What follows belongs to an exercise in optimizing a design on an open flow for small area, a short achievable clock period and few clock cycles per item; a production flow would make more cautious choices.
In this exercise RTL edits were held to simulation tests only and were not proved equivalent to the original.

### config.mk
export PLATFORM = sky130hd
export DESIGN_NAME = poee_engine
export DESIGN_NICKNAME = poee_engine
export VERILOG_FILES = /design/flow/design.v
export SDC_FILE = /design/flow/constraint.sdc
export NUM_CORES = 4
export LEC_CHECK = 0
export CAP_MARGIN = 20
export CORE_MARGIN = 2
export CORE_UTILIZATION = 40
export SLEW_MARGIN = 20
export SYNTH_MEMORY_MAX_BITS = 16384
### constraint.sdc
create_clock -name core_clock -period 44.0 [get_ports {clk}]
set_input_delay 8.8000 -clock core_clock [delete_from_list [all_inputs] [get_ports {clk}]]
set_output_delay 8.8000 -clock core_clock [all_outputs]
set_load 0.01 [all_outputs]
### design.v
module poee_sin (
    input  wire        [9:0]  idx,
    output reg  signed [15:0] val
);
    reg  [8:0]  qi;
    reg  [14:0] sinq;
    always @(*) begin
        case (qi)
      9'd0: sinq = 15'd0;
      9'd1: sinq = 15'd201;
      9'd2: sinq = 15'd402;
      9'd3: sinq = 15'd603;
      9'd4: sinq = 15'd804;
      9'd5: sinq = 15'd1005;
      9'd6: sinq = 15'd1206;
      9'd7: sinq = 15'd1407;
      9'd8: sinq = 15'd1608;
      9'd9: sinq = 15'd1809;
      9'd10: sinq = 15'd2009;
      9'd11: sinq = 15'd2210;
      9'd12: sinq = 15'd2410;
      9'd13: sinq = 15'd2611;
      9'd14: sinq = 15'd2811;
      9'd15: sinq = 15'd3012;
      9'd16: sinq = 15'd3212;
      9'd17: sinq = 15'd3412;
      9'd18: sinq = 15'd3612;
      9'd19: sinq = 15'd3811;
      9'd20: sinq = 15'd4011;
      9'd21: sinq = 15'd4210;
      9'd22: sinq = 15'd4410;
      9'd23: sinq = 15'd4609;
      9'd24: sinq = 15'd4808;
      9'd25: sinq = 15'd5007;
      9'd26: sinq = 15'd5205;
      9'd27: sinq = 15'd5404;
      9'd28: sinq = 15'd5602;
      9'd29: sinq = 15'd5800;
      9'd30: sinq = 15'd5998;
      9'd31: sinq = 15'd6195;
      9'd32: sinq = 15'd6393;
      9'd33: sinq = 15'd6590;
      9'd34: sinq = 15'd6786;
      9'd35: sinq = 15'd6983;
      9'd36: sinq = 15'd7179;
      9'd37: sinq = 15'd7375;
      9'd38: sinq = 15'd7571;
      9'd39: sinq = 15'd7767;
      9'd40: sinq = 15'd7962;
      9'd41: sinq = 15'd8157;
      9'd42: sinq = 15'd8351;
      9'd43: sinq = 15'd8545;
      9'd44: sinq = 15'd8739;
      9'd45: sinq = 15'd8933;
      9'd46: sinq = 15'd9126;
      9'd47: sinq = 15'd9319;
      9'd48: sinq = 15'd9512;
      9'd49: sinq = 15'd9704;
      9'd50: sinq = 15'd9896;
      9'd51: sinq = 15'd10087;
      9'd52: sinq = 15'd10278;
      9'd53: sinq = 15'd10469;
      9'd54: sinq = 15'd10659;
      9'd55: sinq = 15'd10849;
      9'd56: sinq = 15'd11039;
      9'd57: sinq = 15'd11228;
      9'd58: sinq = 15'd11417;
      9'd59: sinq = 15'd11605;
      9'd60: sinq = 15'd11793;
      9'd61: sinq = 15'd11980;
      9'd62: sinq = 15'd12167;
      9'd63: sinq = 15'd12353;
      9'd64: sinq = 15'd12539;
      9'd65: sinq = 15'd12725;
      9'd66: sinq = 15'd12910;
      9'd67: sinq = 15'd13094;
      9'd68: sinq = 15'd13279;
      9'd69: sinq = 15'd13462;
      9'd70: sinq = 15'd13645;
      9'd71: sinq = 15'd13828;
      9'd72: sinq = 15'd14010;
      9'd73: sinq = 15'd14191;
      9'd74: sinq = 15'd14372;
      9'd75: sinq = 15'd14553;
      9'd76: sinq = 15'd14732;
      9'd77: sinq = 15'd14912;
      9'd78: sinq = 15'd15090;
      9'd79: sinq = 15'd15269;
      9'd80: sinq = 15'd15446;
      9'd81: sinq = 15'd15623;
      9'd82: sinq = 15'd15800;
      9'd83: sinq = 15'd15976;
      9'd84: sinq = 15'd16151;
      9'd85: sinq = 15'd16325;
      9'd86: sinq = 15'd16499;
      9'd87: sinq = 15'd16673;
      9'd88: sinq = 15'd16846;
      9'd89: sinq = 15'd17018;
      9'd90: sinq = 15'd17189;
      9'd91: sinq = 15'd17360;
      9'd92: sinq = 15'd17530;
      9'd93: sinq = 15'd17700;
      9'd94: sinq = 15'd17869;
      9'd95: sinq = 15'd18037;
      9'd96: sinq = 15'd18204;
      9'd97: sinq = 15'd18371;
      9'd98: sinq = 15'd18537;
      9'd99: sinq = 15'd18703;
      9'd100: sinq = 15'd18868;
      9'd101: sinq = 15'd19032;
      9'd102: sinq = 15'd19195;
      9'd103: sinq = 15'd19357;
      9'd104: sinq = 15'd19519;
      9'd105: sinq = 15'd19680;
      9'd106: sinq = 15'd19841;
      9'd107: sinq = 15'd20000;
      9'd108: sinq = 15'd20159;
      9'd109: sinq = 15'd20317;
      9'd110: sinq = 15'd20475;
      9'd111: sinq = 15'd20631;
      9'd112: sinq = 15'd20787;
      9'd113: sinq = 15'd20942;
      9'd114: sinq = 15'd21096;
      9'd115: sinq = 15'd21250;
      9'd116: sinq = 15'd21403;
      9'd117: sinq = 15'd21554;
      9'd118: sinq = 15'd21705;
      9'd119: sinq = 15'd21856;
      9'd120: sinq = 15'd22005;
      9'd121: sinq = 15'd22154;
      9'd122: sinq = 15'd22301;
      9'd123: sinq = 15'd22448;
      9'd124: sinq = 15'd22594;
      9'd125: sinq = 15'd22739;
      9'd126: sinq = 15'd22884;
      9'd127: sinq = 15'd23027;
      9'd128: sinq = 15'd23170;
      9'd129: sinq = 15'd23311;
      9'd130: sinq = 15'd23452;
      9'd131: sinq = 15'd23592;
      9'd132: sinq = 15'd23731;
      9'd133: sinq = 15'd23870;
      9'd134: sinq = 15'd24007;
      9'd135: sinq = 15'd24143;
      9'd136: sinq = 15'd24279;
      9'd137: sinq = 15'd24413;
      9'd138: sinq = 15'd24547;
      9'd139: sinq = 15'd24680;
      9'd140: sinq = 15'd24811;
      9'd141: sinq = 15'd24942;
      9'd142: sinq = 15'd25072;
      9'd143: sinq = 15'd25201;
      9'd144: sinq = 15'd25329;
      9'd145: sinq = 15'd25456;
      9'd146: sinq = 15'd25582;
      9'd147: sinq = 15'd25708;
      9'd148: sinq = 15'd25832;
      9'd149: sinq = 15'd25955;
      9'd150: sinq = 15'd26077;
      9'd151: sinq = 15'd26198;
      9'd152: sinq = 15'd26319;
      9'd153: sinq = 15'd26438;
      9'd154: sinq = 15'd26556;
      9'd155: sinq = 15'd26674;
      9'd156: sinq = 15'd26790;
      9'd157: sinq = 15'd26905;
      9'd158: sinq = 15'd27019;
      9'd159: sinq = 15'd27133;
      9'd160: sinq = 15'd27245;
      9'd161: sinq = 15'd27356;
      9'd162: sinq = 15'd27466;
      9'd163: sinq = 15'd27575;
      9'd164: sinq = 15'd27683;
      9'd165: sinq = 15'd27790;
      9'd166: sinq = 15'd27896;
      9'd167: sinq = 15'd28001;
      9'd168: sinq = 15'd28105;
      9'd169: sinq = 15'd28208;
      9'd170: sinq = 15'd28310;
      9'd171: sinq = 15'd28411;
      9'd172: sinq = 15'd28510;
      9'd173: sinq = 15'd28609;
      9'd174: sinq = 15'd28706;
      9'd175: sinq = 15'd28803;
      9'd176: sinq = 15'd28898;
      9'd177: sinq = 15'd28992;
      9'd178: sinq = 15'd29085;
      9'd179: sinq = 15'd29177;
      9'd180: sinq = 15'd29268;
      9'd181: sinq = 15'd29358;
      9'd182: sinq = 15'd29447;
      9'd183: sinq = 15'd29534;
      9'd184: sinq = 15'd29621;
      9'd185: sinq = 15'd29706;
      9'd186: sinq = 15'd29791;
      9'd187: sinq = 15'd29874;
      9'd188: sinq = 15'd29956;
      9'd189: sinq = 15'd30037;
      9'd190: sinq = 15'd30117;
      9'd191: sinq = 15'd30195;
      9'd192: sinq = 15'd30273;
      9'd193: sinq = 15'd30349;
      9'd194: sinq = 15'd30424;
      9'd195: sinq = 15'd30498;
      9'd196: sinq = 15'd30571;
      9'd197: sinq = 15'd30643;
      9'd198: sinq = 15'd30714;
      9'd199: sinq = 15'd30783;
      9'd200: sinq = 15'd30852;
      9'd201: sinq = 15'd30919;
      9'd202: sinq = 15'd30985;
      9'd203: sinq = 15'd31050;
      9'd204: sinq = 15'd31113;
      9'd205: sinq = 15'd31176;
      9'd206: sinq = 15'd31237;
      9'd207: sinq = 15'd31297;
      9'd208: sinq = 15'd31356;
      9'd209: sinq = 15'd31414;
      9'd210: sinq = 15'd31470;
      9'd211: sinq = 15'd31526;
      9'd212: sinq = 15'd31580;
      9'd213: sinq = 15'd31633;
      9'd214: sinq = 15'd31685;
      9'd215: sinq = 15'd31736;
      9'd216: sinq = 15'd31785;
      9'd217: sinq = 15'd31833;
      9'd218: sinq = 15'd31880;
      9'd219: sinq = 15'd31926;
      9'd220: sinq = 15'd31971;
      9'd221: sinq = 15'd32014;
      9'd222: sinq = 15'd32057;
      9'd223: sinq = 15'd32098;
      9'd224: sinq = 15'd32137;
      9'd225: sinq = 15'd32176;
      9'd226: sinq = 15'd32213;
      9'd227: sinq = 15'd32250;
      9'd228: sinq = 15'd32285;
      9'd229: sinq = 15'd32318;
      9'd230: sinq = 15'd32351;
      9'd231: sinq = 15'd32382;
      9'd232: sinq = 15'd32412;
      9'd233: sinq = 15'd32441;
      9'd234: sinq = 15'd32469;
      9'd235: sinq = 15'd32495;
      9'd236: sinq = 15'd32521;
      9'd237: sinq = 15'd32545;
      9'd238: sinq = 15'd32567;
      9'd239: sinq = 15'd32589;
      9'd240: sinq = 15'd32609;
      9'd241: sinq = 15'd32628;
      9'd242: sinq = 15'd32646;
      9'd243: sinq = 15'd32663;
      9'd244: sinq = 15'd32678;
      9'd245: sinq = 15'd32692;
      9'd246: sinq = 15'd32705;
      9'd247: sinq = 15'd32717;
      9'd248: sinq = 15'd32728;
      9'd249: sinq = 15'd32737;
      9'd250: sinq = 15'd32745;
      9'd251: sinq = 15'd32752;
      9'd252: sinq = 15'd32757;
      9'd253: sinq = 15'd32761;
      9'd254: sinq = 15'd32765;
      9'd255: sinq = 15'd32766;
      9'd256: sinq = 15'd32767;
      default: sinq = 15'd0;
        endcase
    end
    wire [8:0] lo = idx[8:0];
    always @(*) begin
        if (lo <= 9'd256) qi = lo;
        else              qi = 9'd0 - lo;    
        if (idx[9]) val = -$signed({1'b0, sinq});
        else        val =  $signed({1'b0, sinq});
    end
endmodule
module poee_gen (
    input  wire        [1:0]  wave,
    input  wire        [31:0] ph,
    output reg  signed [15:0] o
);
    wire        [9:0]  idx  = ph[31:22];
    wire        [15:0] fr   = ph[21:6];
    wire signed [15:0] y0, y1;
    poee_sin u_sin0 (.idx(idx),         .val(y0));
    poee_sin u_sin1 (.idx(idx + 10'd1), .val(y1));
    wire signed [16:0] dy    = y1 - y0;
    wire signed [33:0] dprod = dy * $signed({1'b0, fr});
    wire signed [33:0] dq    = dprod[33] ? -((-dprod) >>> 16) : (dprod >>> 16);
    wire signed [15:0] sine  = y0 + dq[15:0];
    wire        [31:0] aph   = ph[31] ? (32'd0 - ph) : ph;
    wire        [16:0] u     = aph[31:15];
    wire signed [17:0] tri_v = $signed({1'b0, u}) - 18'sd32768;
    always @(*) begin
        case (wave)
            2'd0: o = sine;
            2'd1: o = ph[31:16];
            2'd2: begin
                if (ph < 32'h80000000)       o = -16'sd32767;
                else if (ph == 32'h80000000) o = 16'sd0;
                else                         o = 16'sd32767;
            end
            default: begin
                if (tri_v > 18'sd32767) o = 16'sd32767;
                else                    o = tri_v[15:0];
            end
        endcase
    end
endmodule
module poee_div (
    input  wire        clk,
    input  wire        rst,
    input  wire        start,
    input  wire [40:0] num,
    input  wire [24:0] den,
    output reg         done,
    output wire [40:0] quo
);
    reg [40:0] q;       
    reg [25:0] rem;
    reg [24:0] d;
    reg [5:0]  count;
    reg        busy;
    wire [25:0] trial = {rem[24:0], q[40]};
    wire        fits  = trial >= {1'b0, d};
    assign quo = q;
    always @(posedge clk) begin
        if (rst) begin
            q     <= 41'd0;
            rem   <= 26'd0;
            d     <= 25'd0;
            count <= 6'd0;
            busy  <= 1'b0;
            done  <= 1'b0;
        end else begin
            done <= 1'b0;
            if (start) begin
                q     <= num;
                rem   <= 26'd0;
                d     <= den;
                count <= 6'd41;
                busy  <= 1'b1;
            end else if (busy) begin
                rem   <= fits ? trial - {1'b0, d} : trial;
                q     <= {q[39:0], fits};
                count <= count - 6'd1;
                if (count == 6'd1) begin
                    busy <= 1'b0;
                    done <= 1'b1;
                end
            end
        end
    end
endmodule
module poee_engine (
    input  wire        clk,
    input  wire        rst,
    input  wire        cmd_valid,
    output wire        cmd_ready,
    input  wire        cmd_release,      
    input  wire [3:0]  cmd_slot,
    input  wire [1:0]  cmd_wave,
    input  wire [31:0] cmd_finc,
    input  wire [6:0]  cmd_vel,
    input  wire [23:0] cmd_attack,
    input  wire [23:0] cmd_decay,
    input  wire [15:0] cmd_sustain,
    input  wire [23:0] cmd_rlen,
    input  wire        fill_valid,
    output wire        fill_ready,
    input  wire [15:0] fill_n,
    input  wire [7:0]  fill_cthr,
    input  wire [15:0] fill_vol,
    output wire        out_valid,
    input  wire        out_ready,
    output reg  [15:0] out_sample,
    output wire [15:0] active
);
    localparam [2:0] EPH_ATT = 3'd0, EPH_DEC = 3'd1, EPH_SUS = 3'd2,
                     EPH_REL = 3'd3, EPH_DONE = 3'd4;
    localparam [3:0] S_IDLE   = 4'd0,
                     S_REL_G  = 4'd1,
                     S_REL_GW = 4'd2,
                     S_REL_RE = 4'd3,
                     S_REL_RW = 4'd4,
                     S_VOICE  = 4'd5,
                     S_VDIVW  = 4'd6,
                     S_MIXV   = 4'd7,
                     S_MIX    = 4'd8,
                     S_MIXW   = 4'd9,
                     S_OUT    = 4'd10,
                     S_SWEEP  = 4'd11;
    reg        v_act  [0:15];
    reg [1:0]  v_wave [0:15];
    reg [31:0] v_finc [0:15];
    reg [15:0] v_velq [0:15];
    reg [31:0] v_ph   [0:15];    
    reg [23:0] v_a    [0:15];
    reg [23:0] v_d    [0:15];
    reg [15:0] v_s    [0:15];
    reg [23:0] v_r    [0:15];
    reg [2:0]  v_eph  [0:15];
    reg [24:0] v_cnt  [0:15];
    reg [15:0] v_grel [0:15];
    reg [24:0] v_re   [0:15];
    reg [3:0]  state;
    reg [3:0]  cur;            
    reg [6:0]  rel_v1;         
    reg [16:0] g;              
    reg signed [20:0] acc;     
    reg [15:0] n_left;
    reg [4:0]  cnt_l;          
    reg [7:0]  den_l;
    reg [15:0] vol_l;
    integer i, k;
    genvar gi;
    generate
        for (gi = 0; gi < 16; gi = gi + 1) begin : g_act
            assign active[gi] = v_act[gi];
        end
    endgenerate
    assign cmd_ready  = (state == S_IDLE);
    assign fill_ready = (state == S_IDLE) && !cmd_valid;
    assign out_valid  = (state == S_OUT);
    wire        c_act  = v_act[cur];
    wire [1:0]  c_wave = v_wave[cur];
    wire [31:0] c_finc = v_finc[cur];
    wire [15:0] c_velq = v_velq[cur];
    wire [31:0] c_ph   = v_ph[cur];
    wire [23:0] c_a    = v_a[cur];
    wire [23:0] c_d    = v_d[cur];
    wire [15:0] c_s    = v_s[cur];
    wire [23:0] c_r    = v_r[cur];
    wire [2:0]  c_eph  = v_eph[cur];
    wire [24:0] c_cnt  = v_cnt[cur];
    wire [15:0] c_grel = v_grel[cur];
    wire [24:0] c_re   = v_re[cur];
    reg [40:0] g_num;
    reg [24:0] g_den;
    always @(*) begin
        case (c_eph)
            EPH_ATT: begin
                g_num = {1'b0, c_cnt, 15'd0};                        
                g_den = {1'b0, c_a};
            end
            EPH_DEC: begin
                g_num = (41'd32768 - {25'd0, c_s}) * {16'd0, c_cnt};  
                g_den = {1'b0, c_d};
            end
            default: begin
                g_num = {25'd0, c_grel} * {16'd0, c_re - c_cnt};     
                g_den = c_re;
            end
        endcase
    end
    wire [13:0] rel_fac = 14'd13335 - 14'd100 * {7'd0, rel_v1};
    wire [40:0] re_num  = {17'd0, c_r} * {27'd0, rel_fac};
    reg         div_start;
    reg  [40:0] div_num;
    reg  [24:0] div_den;
    wire        div_done;
    wire [40:0] div_q;
    poee_div u_div (
        .clk(clk), .rst(rst), .start(div_start),
        .num(div_num), .den(div_den), .done(div_done), .quo(div_q)
    );
    wire [16:0] g_from_q = (c_eph == EPH_DEC) ? (17'd32768 - div_q[16:0]) : div_q[16:0];
    wire signed [15:0] osc;
    poee_gen u_gen (.wave(c_wave), .ph(c_ph), .o(osc));
    wire signed [33:0] p1 = osc * $signed({1'b0, g});
    wire signed [33:0] e  = p1[33] ? -((-p1) >>> 15) : (p1 >>> 15);
    wire signed [34:0] p2 = $signed(e[16:0]) * $signed({1'b0, c_velq});
    wire signed [34:0] c  = p2[34] ? -((-p2) >>> 15) : (p2 >>> 15);
    wire [20:0] acc_abs = acc[20] ? (21'd0 - acc) : acc;
    wire signed [21:0] m  = acc[20] ? -$signed({1'b0, div_q[20:0]}) : $signed({1'b0, div_q[20:0]});
    wire signed [39:0] p3 = m * $signed({1'b0, vol_l});
    wire signed [39:0] y  = p3[39] ? -((-p3) >>> 15) : (p3 >>> 15);
    wire [15:0] y_clamped = (y > 40'sd32767)  ? 16'h7fff :
                            (y < -40'sd32768) ? 16'h8000 : y[15:0];
    reg [4:0] nact;
    always @(*) begin
        nact = 5'd0;
        for (k = 0; k < 16; k = k + 1)
            nact = nact + {4'd0, v_act[k]};
    end
    wire [21:0] velq_new = {cmd_vel, 15'd0} / 22'd127;
    always @(*) begin
        div_start = 1'b0;
        div_num   = g_num;
        div_den   = g_den;
        case (state)
            S_REL_G:  div_start = (c_eph != EPH_SUS);
            S_REL_RE: begin
                div_start = 1'b1;
                div_num   = re_num;
                div_den   = 25'd12700;
            end
            S_VOICE:  div_start = c_act && (c_eph != EPH_DONE) && (c_eph != EPH_SUS);
            S_MIX: begin
                div_start = (cnt_l != 5'd0);
                div_num   = {20'd0, acc_abs};
                div_den   = {17'd0, den_l};
            end
            default: ;
        endcase
    end
    always @(posedge clk) begin
        if (rst) begin
            state      <= S_IDLE;
            cur        <= 4'd0;
            rel_v1     <= 7'd0;
            g          <= 17'd0;
            acc        <= 21'sd0;
            n_left     <= 16'd0;
            cnt_l      <= 5'd0;
            den_l      <= 8'd0;
            vol_l      <= 16'd0;
            out_sample <= 16'd0;
            for (i = 0; i < 16; i = i + 1) begin
                v_act[i]  <= 1'b0;
                v_wave[i] <= 2'd0;
                v_finc[i] <= 32'd0;
                v_velq[i] <= 16'd0;
                v_ph[i]   <= 32'd0;
                v_a[i]    <= 24'd0;
                v_d[i]    <= 24'd0;
                v_s[i]    <= 16'd0;
                v_r[i]    <= 24'd0;
                v_eph[i]  <= 3'd0;
                v_cnt[i]  <= 25'd0;
                v_grel[i] <= 16'd0;
                v_re[i]   <= 25'd0;
            end
        end else begin
            case (state)
                S_IDLE: begin
                    if (cmd_valid) begin
                        cur <= cmd_slot;
                        if (!cmd_release) begin
                            v_act[cmd_slot]  <= 1'b1;
                            v_wave[cmd_slot] <= cmd_wave;
                            v_finc[cmd_slot] <= cmd_finc;
                            v_velq[cmd_slot] <= velq_new[15:0];
                            v_ph[cmd_slot]   <= 32'd0;
                            v_a[cmd_slot]    <= cmd_attack;
                            v_d[cmd_slot]    <= cmd_decay;
                            v_s[cmd_slot]    <= (cmd_sustain > 16'd32768) ? 16'd32768 : cmd_sustain;
                            v_r[cmd_slot]    <= cmd_rlen;
                            v_cnt[cmd_slot]  <= 25'd0;
                            v_grel[cmd_slot] <= 16'd0;
                            v_re[cmd_slot]   <= 25'd0;
                            if (cmd_attack != 24'd0)     v_eph[cmd_slot] <= EPH_ATT;
                            else if (cmd_decay != 24'd0) v_eph[cmd_slot] <= EPH_DEC;
                            else                         v_eph[cmd_slot] <= EPH_SUS;
                        end else begin
                            rel_v1 <= (cmd_vel == 7'd0) ? 7'd1 : cmd_vel;
                            state  <= S_REL_G;
                        end
                    end else if (fill_valid) begin
                        n_left <= fill_n;
                        vol_l  <= fill_vol;
                        cnt_l  <= nact;
                        den_l  <= ({3'd0, nact} > fill_cthr) ? {3'd0, nact} : fill_cthr;
                        cur    <= 4'd0;
                        acc    <= 21'sd0;
                        state  <= (fill_n == 16'd0) ? S_SWEEP : S_VOICE;
                    end
                end
                S_REL_G: begin
                    if (c_eph == EPH_SUS) begin
                        g     <= {1'b0, c_s};
                        state <= S_REL_RE;
                    end else begin
                        state <= S_REL_GW;
                    end
                end
                S_REL_GW: begin
                    if (div_done) begin
                        g     <= g_from_q;
                        state <= S_REL_RE;
                    end
                end
                S_REL_RE: state <= S_REL_RW;
                S_REL_RW: begin
                    if (div_done) begin
                        v_grel[cur] <= g[15:0];
                        v_re[cur]   <= div_q[24:0];
                        v_cnt[cur]  <= 25'd0;
                        v_eph[cur]  <= (div_q[24:0] != 25'd0) ? EPH_REL : EPH_DONE;
                        state       <= S_IDLE;
                    end
                end
                S_VOICE: begin
                    if (!c_act || c_eph == EPH_DONE) begin
                        if (cur == 4'd15) state <= S_MIX;
                        else              cur   <= cur + 4'd1;
                    end else if (c_eph == EPH_SUS) begin
                        g     <= {1'b0, c_s};
                        state <= S_MIXV;
                    end else begin
                        state <= S_VDIVW;
                    end
                end
                S_VDIVW: begin
                    if (div_done) begin
                        g     <= g_from_q;
                        state <= S_MIXV;
                    end
                end
                S_MIXV: begin
                    acc <= acc + c[20:0];
                    v_ph[cur] <= c_ph + c_finc;
                    case (c_eph)
                        EPH_ATT: begin
                            if (c_cnt + 25'd1 == {1'b0, c_a}) begin
                                v_cnt[cur] <= 25'd0;
                                v_eph[cur] <= (c_d != 24'd0) ? EPH_DEC : EPH_SUS;
                            end else begin
                                v_cnt[cur] <= c_cnt + 25'd1;
                            end
                        end
                        EPH_DEC: begin
                            if (c_cnt + 25'd1 == {1'b0, c_d}) begin
                                v_cnt[cur] <= 25'd0;
                                v_eph[cur] <= EPH_SUS;
                            end else begin
                                v_cnt[cur] <= c_cnt + 25'd1;
                            end
                        end
                        EPH_REL: begin
                            if (c_cnt + 25'd1 == c_re) begin
                                v_cnt[cur] <= 25'd0;
                                v_eph[cur] <= EPH_DONE;
                            end else begin
                                v_cnt[cur] <= c_cnt + 25'd1;
                            end
                        end
                        default: ;
                    endcase
                    if (cur == 4'd15) state <= S_MIX;
                    else begin
                        cur   <= cur + 4'd1;
                        state <= S_VOICE;
                    end
                end
                S_MIX: begin
                    if (cnt_l == 5'd0) begin
                        out_sample <= 16'd0;
                        state      <= S_OUT;
                    end else begin
                        state <= S_MIXW;
                    end
                end
                S_MIXW: begin
                    if (div_done) begin
                        out_sample <= y_clamped;
                        state      <= S_OUT;
                    end
                end
                S_OUT: begin
                    if (out_ready) begin
                        if (n_left == 16'd1) begin
                            state <= S_SWEEP;
                        end else begin
                            n_left <= n_left - 16'd1;
                            cur    <= 4'd0;
                            acc    <= 21'sd0;
                            state  <= S_VOICE;
                        end
                    end
                end
                S_SWEEP: begin
                    for (i = 0; i < 16; i = i + 1)
                        if (v_eph[i] == EPH_DONE) v_act[i] <= 1'b0;
                    state <= S_IDLE;
                end
                default: state <= S_IDLE;
            endcase
        end
    end
endmodule
### run.sh
#!/bin/bash
# synth_recipe.tcl (not shown) runs the flow's synth.tcl, then flattens the netlist and writes it again
# the make line also repeats each setting of config.mk as NAME=value (left out here)
make -C /OpenROAD-flow-scripts/flow DESIGN_CONFIG=/design/flow/config.mk WORK_HOME=/design/flow/orfs CLKGATE_MAP_FILE= SYNTH_SCRIPT=/design/flow/synth_recipe.tcl finish
==> run notes <==
[cell families after synthesis]
| logic type | Yosys count | share of synthesized area |
|---|---|---|
| AND/OR/NAND/NOR | 8489 | 0.147 |
| AO/OA/AOI/OAI | 2316 | 0.0560 |
| multiplexers | 1287 | 0.0975 |
| adder cells (fa/ha/maj) | 3050 | 0.195 |
| XOR/XNOR | 666 | 0.0214 |
| flip-flops | 3929 | 0.421 |
| buffers and inverters | 4345 | 0.0623 |
[cells in the mapped netlist (32+ instances only)]
library cell	number	share of area
a21o_1	132	0.0036
o2111ai_1	32	0.0010
o22ai_1	85	0.0019
o21ai_0	445	0.0081
nor2_1	2927	0.040
nor3_1	207	0.0038
buf_1	87	0.0012
mux4_2	1108	0.091
o311ai_0	32	0.0010
nand4_1	63	0.0014
or2_2	43	0.00098
o31ai_1	57	0.0016
nand3_1	224	0.0041
a31oi_1	102	0.0023
a211oi_1	141	0.0039
clkbuf_1	1382	0.019
o21bai_1	61	0.0017
mux2i_1	155	0.0056
nor2b_1	143	0.0033
fa_1	2055	0.15
and3_1	1783	0.041
and2_1	536	0.012
a22oi_1	67	0.0018
o21a_1	72	0.0020
or3_1	88	0.0020
o211ai_1	71	0.0019
edfxtp_1	3696	0.40
nand2b_1	182	0.0041
ha_1	990	0.045
xnor2_1	433	0.014
dfxtp_1	233	0.017
buf_4	56	0.0015
nor4_1	88	0.0020
buf_6	36	0.0015
nand2_1	2068	0.028
a21oi_1	572	0.010
buf_2	188	0.0034
a221oi_1	63	0.0020
xor2_1	229	0.0073
inv_1	2560	0.035
[through the flow]
stage / worst slack, ns / util / hold slack [ns] / std cells
final: 3.30 / 0.438 / 0.458 / 33100
after global routing: 0.0165 / 0.438 / 0.481 / 33100
after CTS: 3.35 / 0.438 / 0.459 / 33100
after detailed placement: 3.51 / 0.419 / 0.449 / 32300
after global placement: 4.10 / 0.419 / 0.440 / 32300
after floorplan: 7.72 / - / 0.432 / 24100
[routing by layer]
metal | track usage | vias to the layer above | part of all wire
met5 | 0.000478 | - | 0.00014
met1 | 0.354 | 100000 | 0.39
met3 | 0.0464 | 1742 | 0.092
li1 | - | 82300 | -
met4 | 0.121 | 20 | 0.055
met2 | 0.417 | 9801 | 0.46
[flip-flops by register name, indices dropped and copies added (netlist names), 6 cells and up, named ones only]
signal       cells
acc             21
u_div.count      6
v_eph           48
u_div.d         25
v_d            384
out_sample      16
v_finc         512
v_ph           512
u_div.q         41
v_s            256
v_act           16
v_velq         128
vol_l           16
v_a            384
u_div.rem       25
n_left          16
v_grel         256
v_r            384
rel_v1           7
v_re           400
den_l            8
g               17
v_wave          32
v_cnt          400
[layout make-up]
| class | count | area (sq um) |
|---|---|---|
| multi-input combinational | 15800 | 143000 |
| inverter | 2589 | 9830 |
| antenna | 19 | 47.5 |
| clock buffer | 526 | 10900 |
| clock inverter | 248 | 2220 |
| fill | 63400 | 385000 |
| timing repair buffer | 828 | 6910 |
| tap | 9180 | 11500 |
| sequential | 3929 | 116000 |
[repair_timing]
action,in CTS,in global routing
gates resized for setup,0,1
hold endpoints to repair,0,0
endpoints found under the setup margin,0,1
[how the worst max path moves through the flow]
stage,startpoint,to,slack [ns],depth (start not counted)
floorplan,flop,acc[20],7.72,161
CTS,flop,acc[20],3.35,150
global route,flop,acc[20],0.02,149
detailed placement,flop,acc[20],3.51,150
finish,flop,acc[20],3.30,156
global placement,flop,acc[20],4.10,140
[critical path: cells and delay by family (launching register included)]
| kind | cells | cell delay [ns] |
|---|---|---|
| adders and majority gates | 28 | 12.12 |
| DFF | 1 | 0.77 |
| AOI/OAI and AO/OA | 66 | 14.53 |
| buffers and inverters | 18 | 2.54 |
| and+or+nand+nor | 34 | 7.90 |
| xor gates and xnor gates | 10 | 2.59 |
==> tab_implementation.tex <==
\begin{tabular}{lr}
\hline
Metric & Value \\
\hline
\multicolumn{2}{l}{\textbf{Worst setup path}} \\
Required time of the critical path & 44.85 ns \\
Delay of the slowest cell on the worst path & 0.77 ns \\
Worst setup SP type & flop \\
Reg-to-reg critical path endpoint & acc[20] \\
Slack of the worst reg-to-reg path & 3.30 ns \\
Cell with the most instances on the worst path & fa\_1 \\
Arrival time of the worst setup path & 41.55 ns \\
Startpoint-to-endpoint class of the critical path & reg2reg \\
Endpoint type of the worst setup path & flop \\
CP max stage cell & dfxtp\_4 \\
Maximum fanout encountered on the critical timing path & 27 \\
Reg2reg path depth & 156 \\
\multicolumn{2}{l}{\textbf{Placed design}} \\
Post-DP Area & 287,000 sq um \\
Port bufs & 213 \\
Final GP Congestion & 0.940 \\
Sum of net half-perimeters after detailed placement & 608 mm \\
\multicolumn{2}{l}{\textbf{Clocking}} \\
Clock slew at reported path FFs & 0.06 ns \\
Total number of clock tree sinks & 3,929 \\
Clk buf depth & 4 \\
Root buffer cell & clkbuf\_16 \\
Total clock buffers created by CTS & 417 \\
Number of H-tree levels & 5 \\
Clock tree from TritonCTS & done \\
Post-CTS Setup Bufs & 0 \\
CTS Hold Bufs & 0 \\
Source-to-sink clock delay at the later pin of the worst-skew pair & 1.11 ns \\
\multicolumn{2}{l}{\textbf{Status}} \\
Result of the run & no timing/DRC/antenna violations \\
\multicolumn{2}{l}{\textbf{Timing}} \\
Fin crit period & 40.70 ns \\
Slew of the pin with the lowest slew margin & 1.21 ns \\
Setup-failing EPs final & 0 \\
Fmax & 24.6 MHz \\
Post-Route Setup TNS & 0 ns \\
Count of final hold-check violations & 0 \\
Total count of max-transition violations in the final report & 0 \\
Layout Skew & 0.153 ns \\
Unrepaired setup endpoints after global routing & false \\
Crit share post-route & 0.925 \\
Relative slew slack & 0.194 \\
\multicolumn{2}{l}{\textbf{Yosys}} \\
Yosys Warn Count & 4 \\
Cell area after synthesis & 275,000 sq um \\
Synth unique cells & 127 \\
Post-synthesis sequential element count & 3,929 \\
Sequential element share of the synthesized area & 0.421 \\
Syn Inst Count & 24,100 \\
Average cell area after synthesis & 11.4 sq um \\
Flip-flop cell with the highest count after synthesis & edfxtp\_1 \\
Total nets after synthesis & 27,300 \\
Synth async-reset ratio & 0 \\
Post-synth EDFFs & 3,696 \\
\multicolumn{2}{l}{\textbf{Routing}} \\
Drt total wl & 925 mm \\
Initial DRC count & 22,600 \\
Number of detailed-routing iterations run before antenna repair & 8 \\
Total DRC errors in the routed layout & 0 \\
Final antenna-violating net count & 0 \\
Via-to-Cell Ratio & 5.87 \\
Routed WL per cell & 27.9 microns \\
Detailed-route via count & 194,000 \\
\multicolumn{2}{l}{\textbf{Finish}} \\
Fraction of layout instances using a drive strength above 1 & 0.111 \\
Leading cell type in the layout, fill and taps excluded & edfxtp\_1 \\
Synth-to-layout area growth & 9.28\% \\
Leading cell types in the layout, fill and taps excluded & edfxtp\_1, nor2\_1, inv\_1 \\
Final Cell Area & 300,000 sq um \\
Final Net Count & 26,800 \\
\multicolumn{2}{l}{\textbf{Floorplan}} \\
IO Pins & 214 \\
Effective utilization at floorplan & 0.401 \\
Die Outline Area & 694,000 sq um \\
Standard cell core area & 685,000 sq um \\
Die span in x & 833 microns \\
Number of standard-cell rows in the floorplan & 304 \\
Die extent in y & 833 microns \\
\multicolumn{2}{l}{\textbf{Min path}} \\
Tightest Hold Check Type & reg2reg \\
WHS Path Cells & 2 \\
Launch point of the worst hold path & u\_div.d[7] \\
Capture endpoint of the worst hold path & u\_div.d[7] \\
\multicolumn{2}{l}{\textbf{GRT}} \\
Via count of the first global-routing pass & 197,000 \\
Pin count of the biggest net entering global routing & 241 \\
Overflow left after global routing & 0 \\
GRT Overall Usage & 0.263 \\
First-pass GRT wire length & 1360 mm \\
Antenna violations before repair & 46 \\
\multicolumn{2}{l}{\textbf{Job}} \\
Number of maximum-capacitance violations & 0 \\
\hline
\end{tabular}
Testbench counts, summed over its fixed seeds: cycles 2,630,554, items 5,120.

-- what the ideal ports hide --
The results above use ideal ports. As a check the final layout listed here was re-extracted and re-timed, cells and wires unchanged. Step 1 sets driving cells, clkbuf_16 on the clock port and buf_2 on the other inputs (assumed; they add their load-dependent delay and slew). Step 2 adds t to the input delays and takes it off the output delays; t is the mean of the earliest and latest rising clock arrival at the registers after step 1. Input paths then give back, and output paths get back, about the clock's delay inside the block. Three values: no drivers, after step 1, after step 2; two values: the first two.
t, ns: 1.171
setup slack, ns: 3.304 / 3.304 / 3.304
worst hold slack (ns): 0.458 / 0.458 / 0.458
worst data-port slew with drivers (ns): 0.25
After both steps this run still meets setup and hold. For this run, drivers alone change the setup slack by 0.000 ns; drivers and shift together by 0.000 ns.
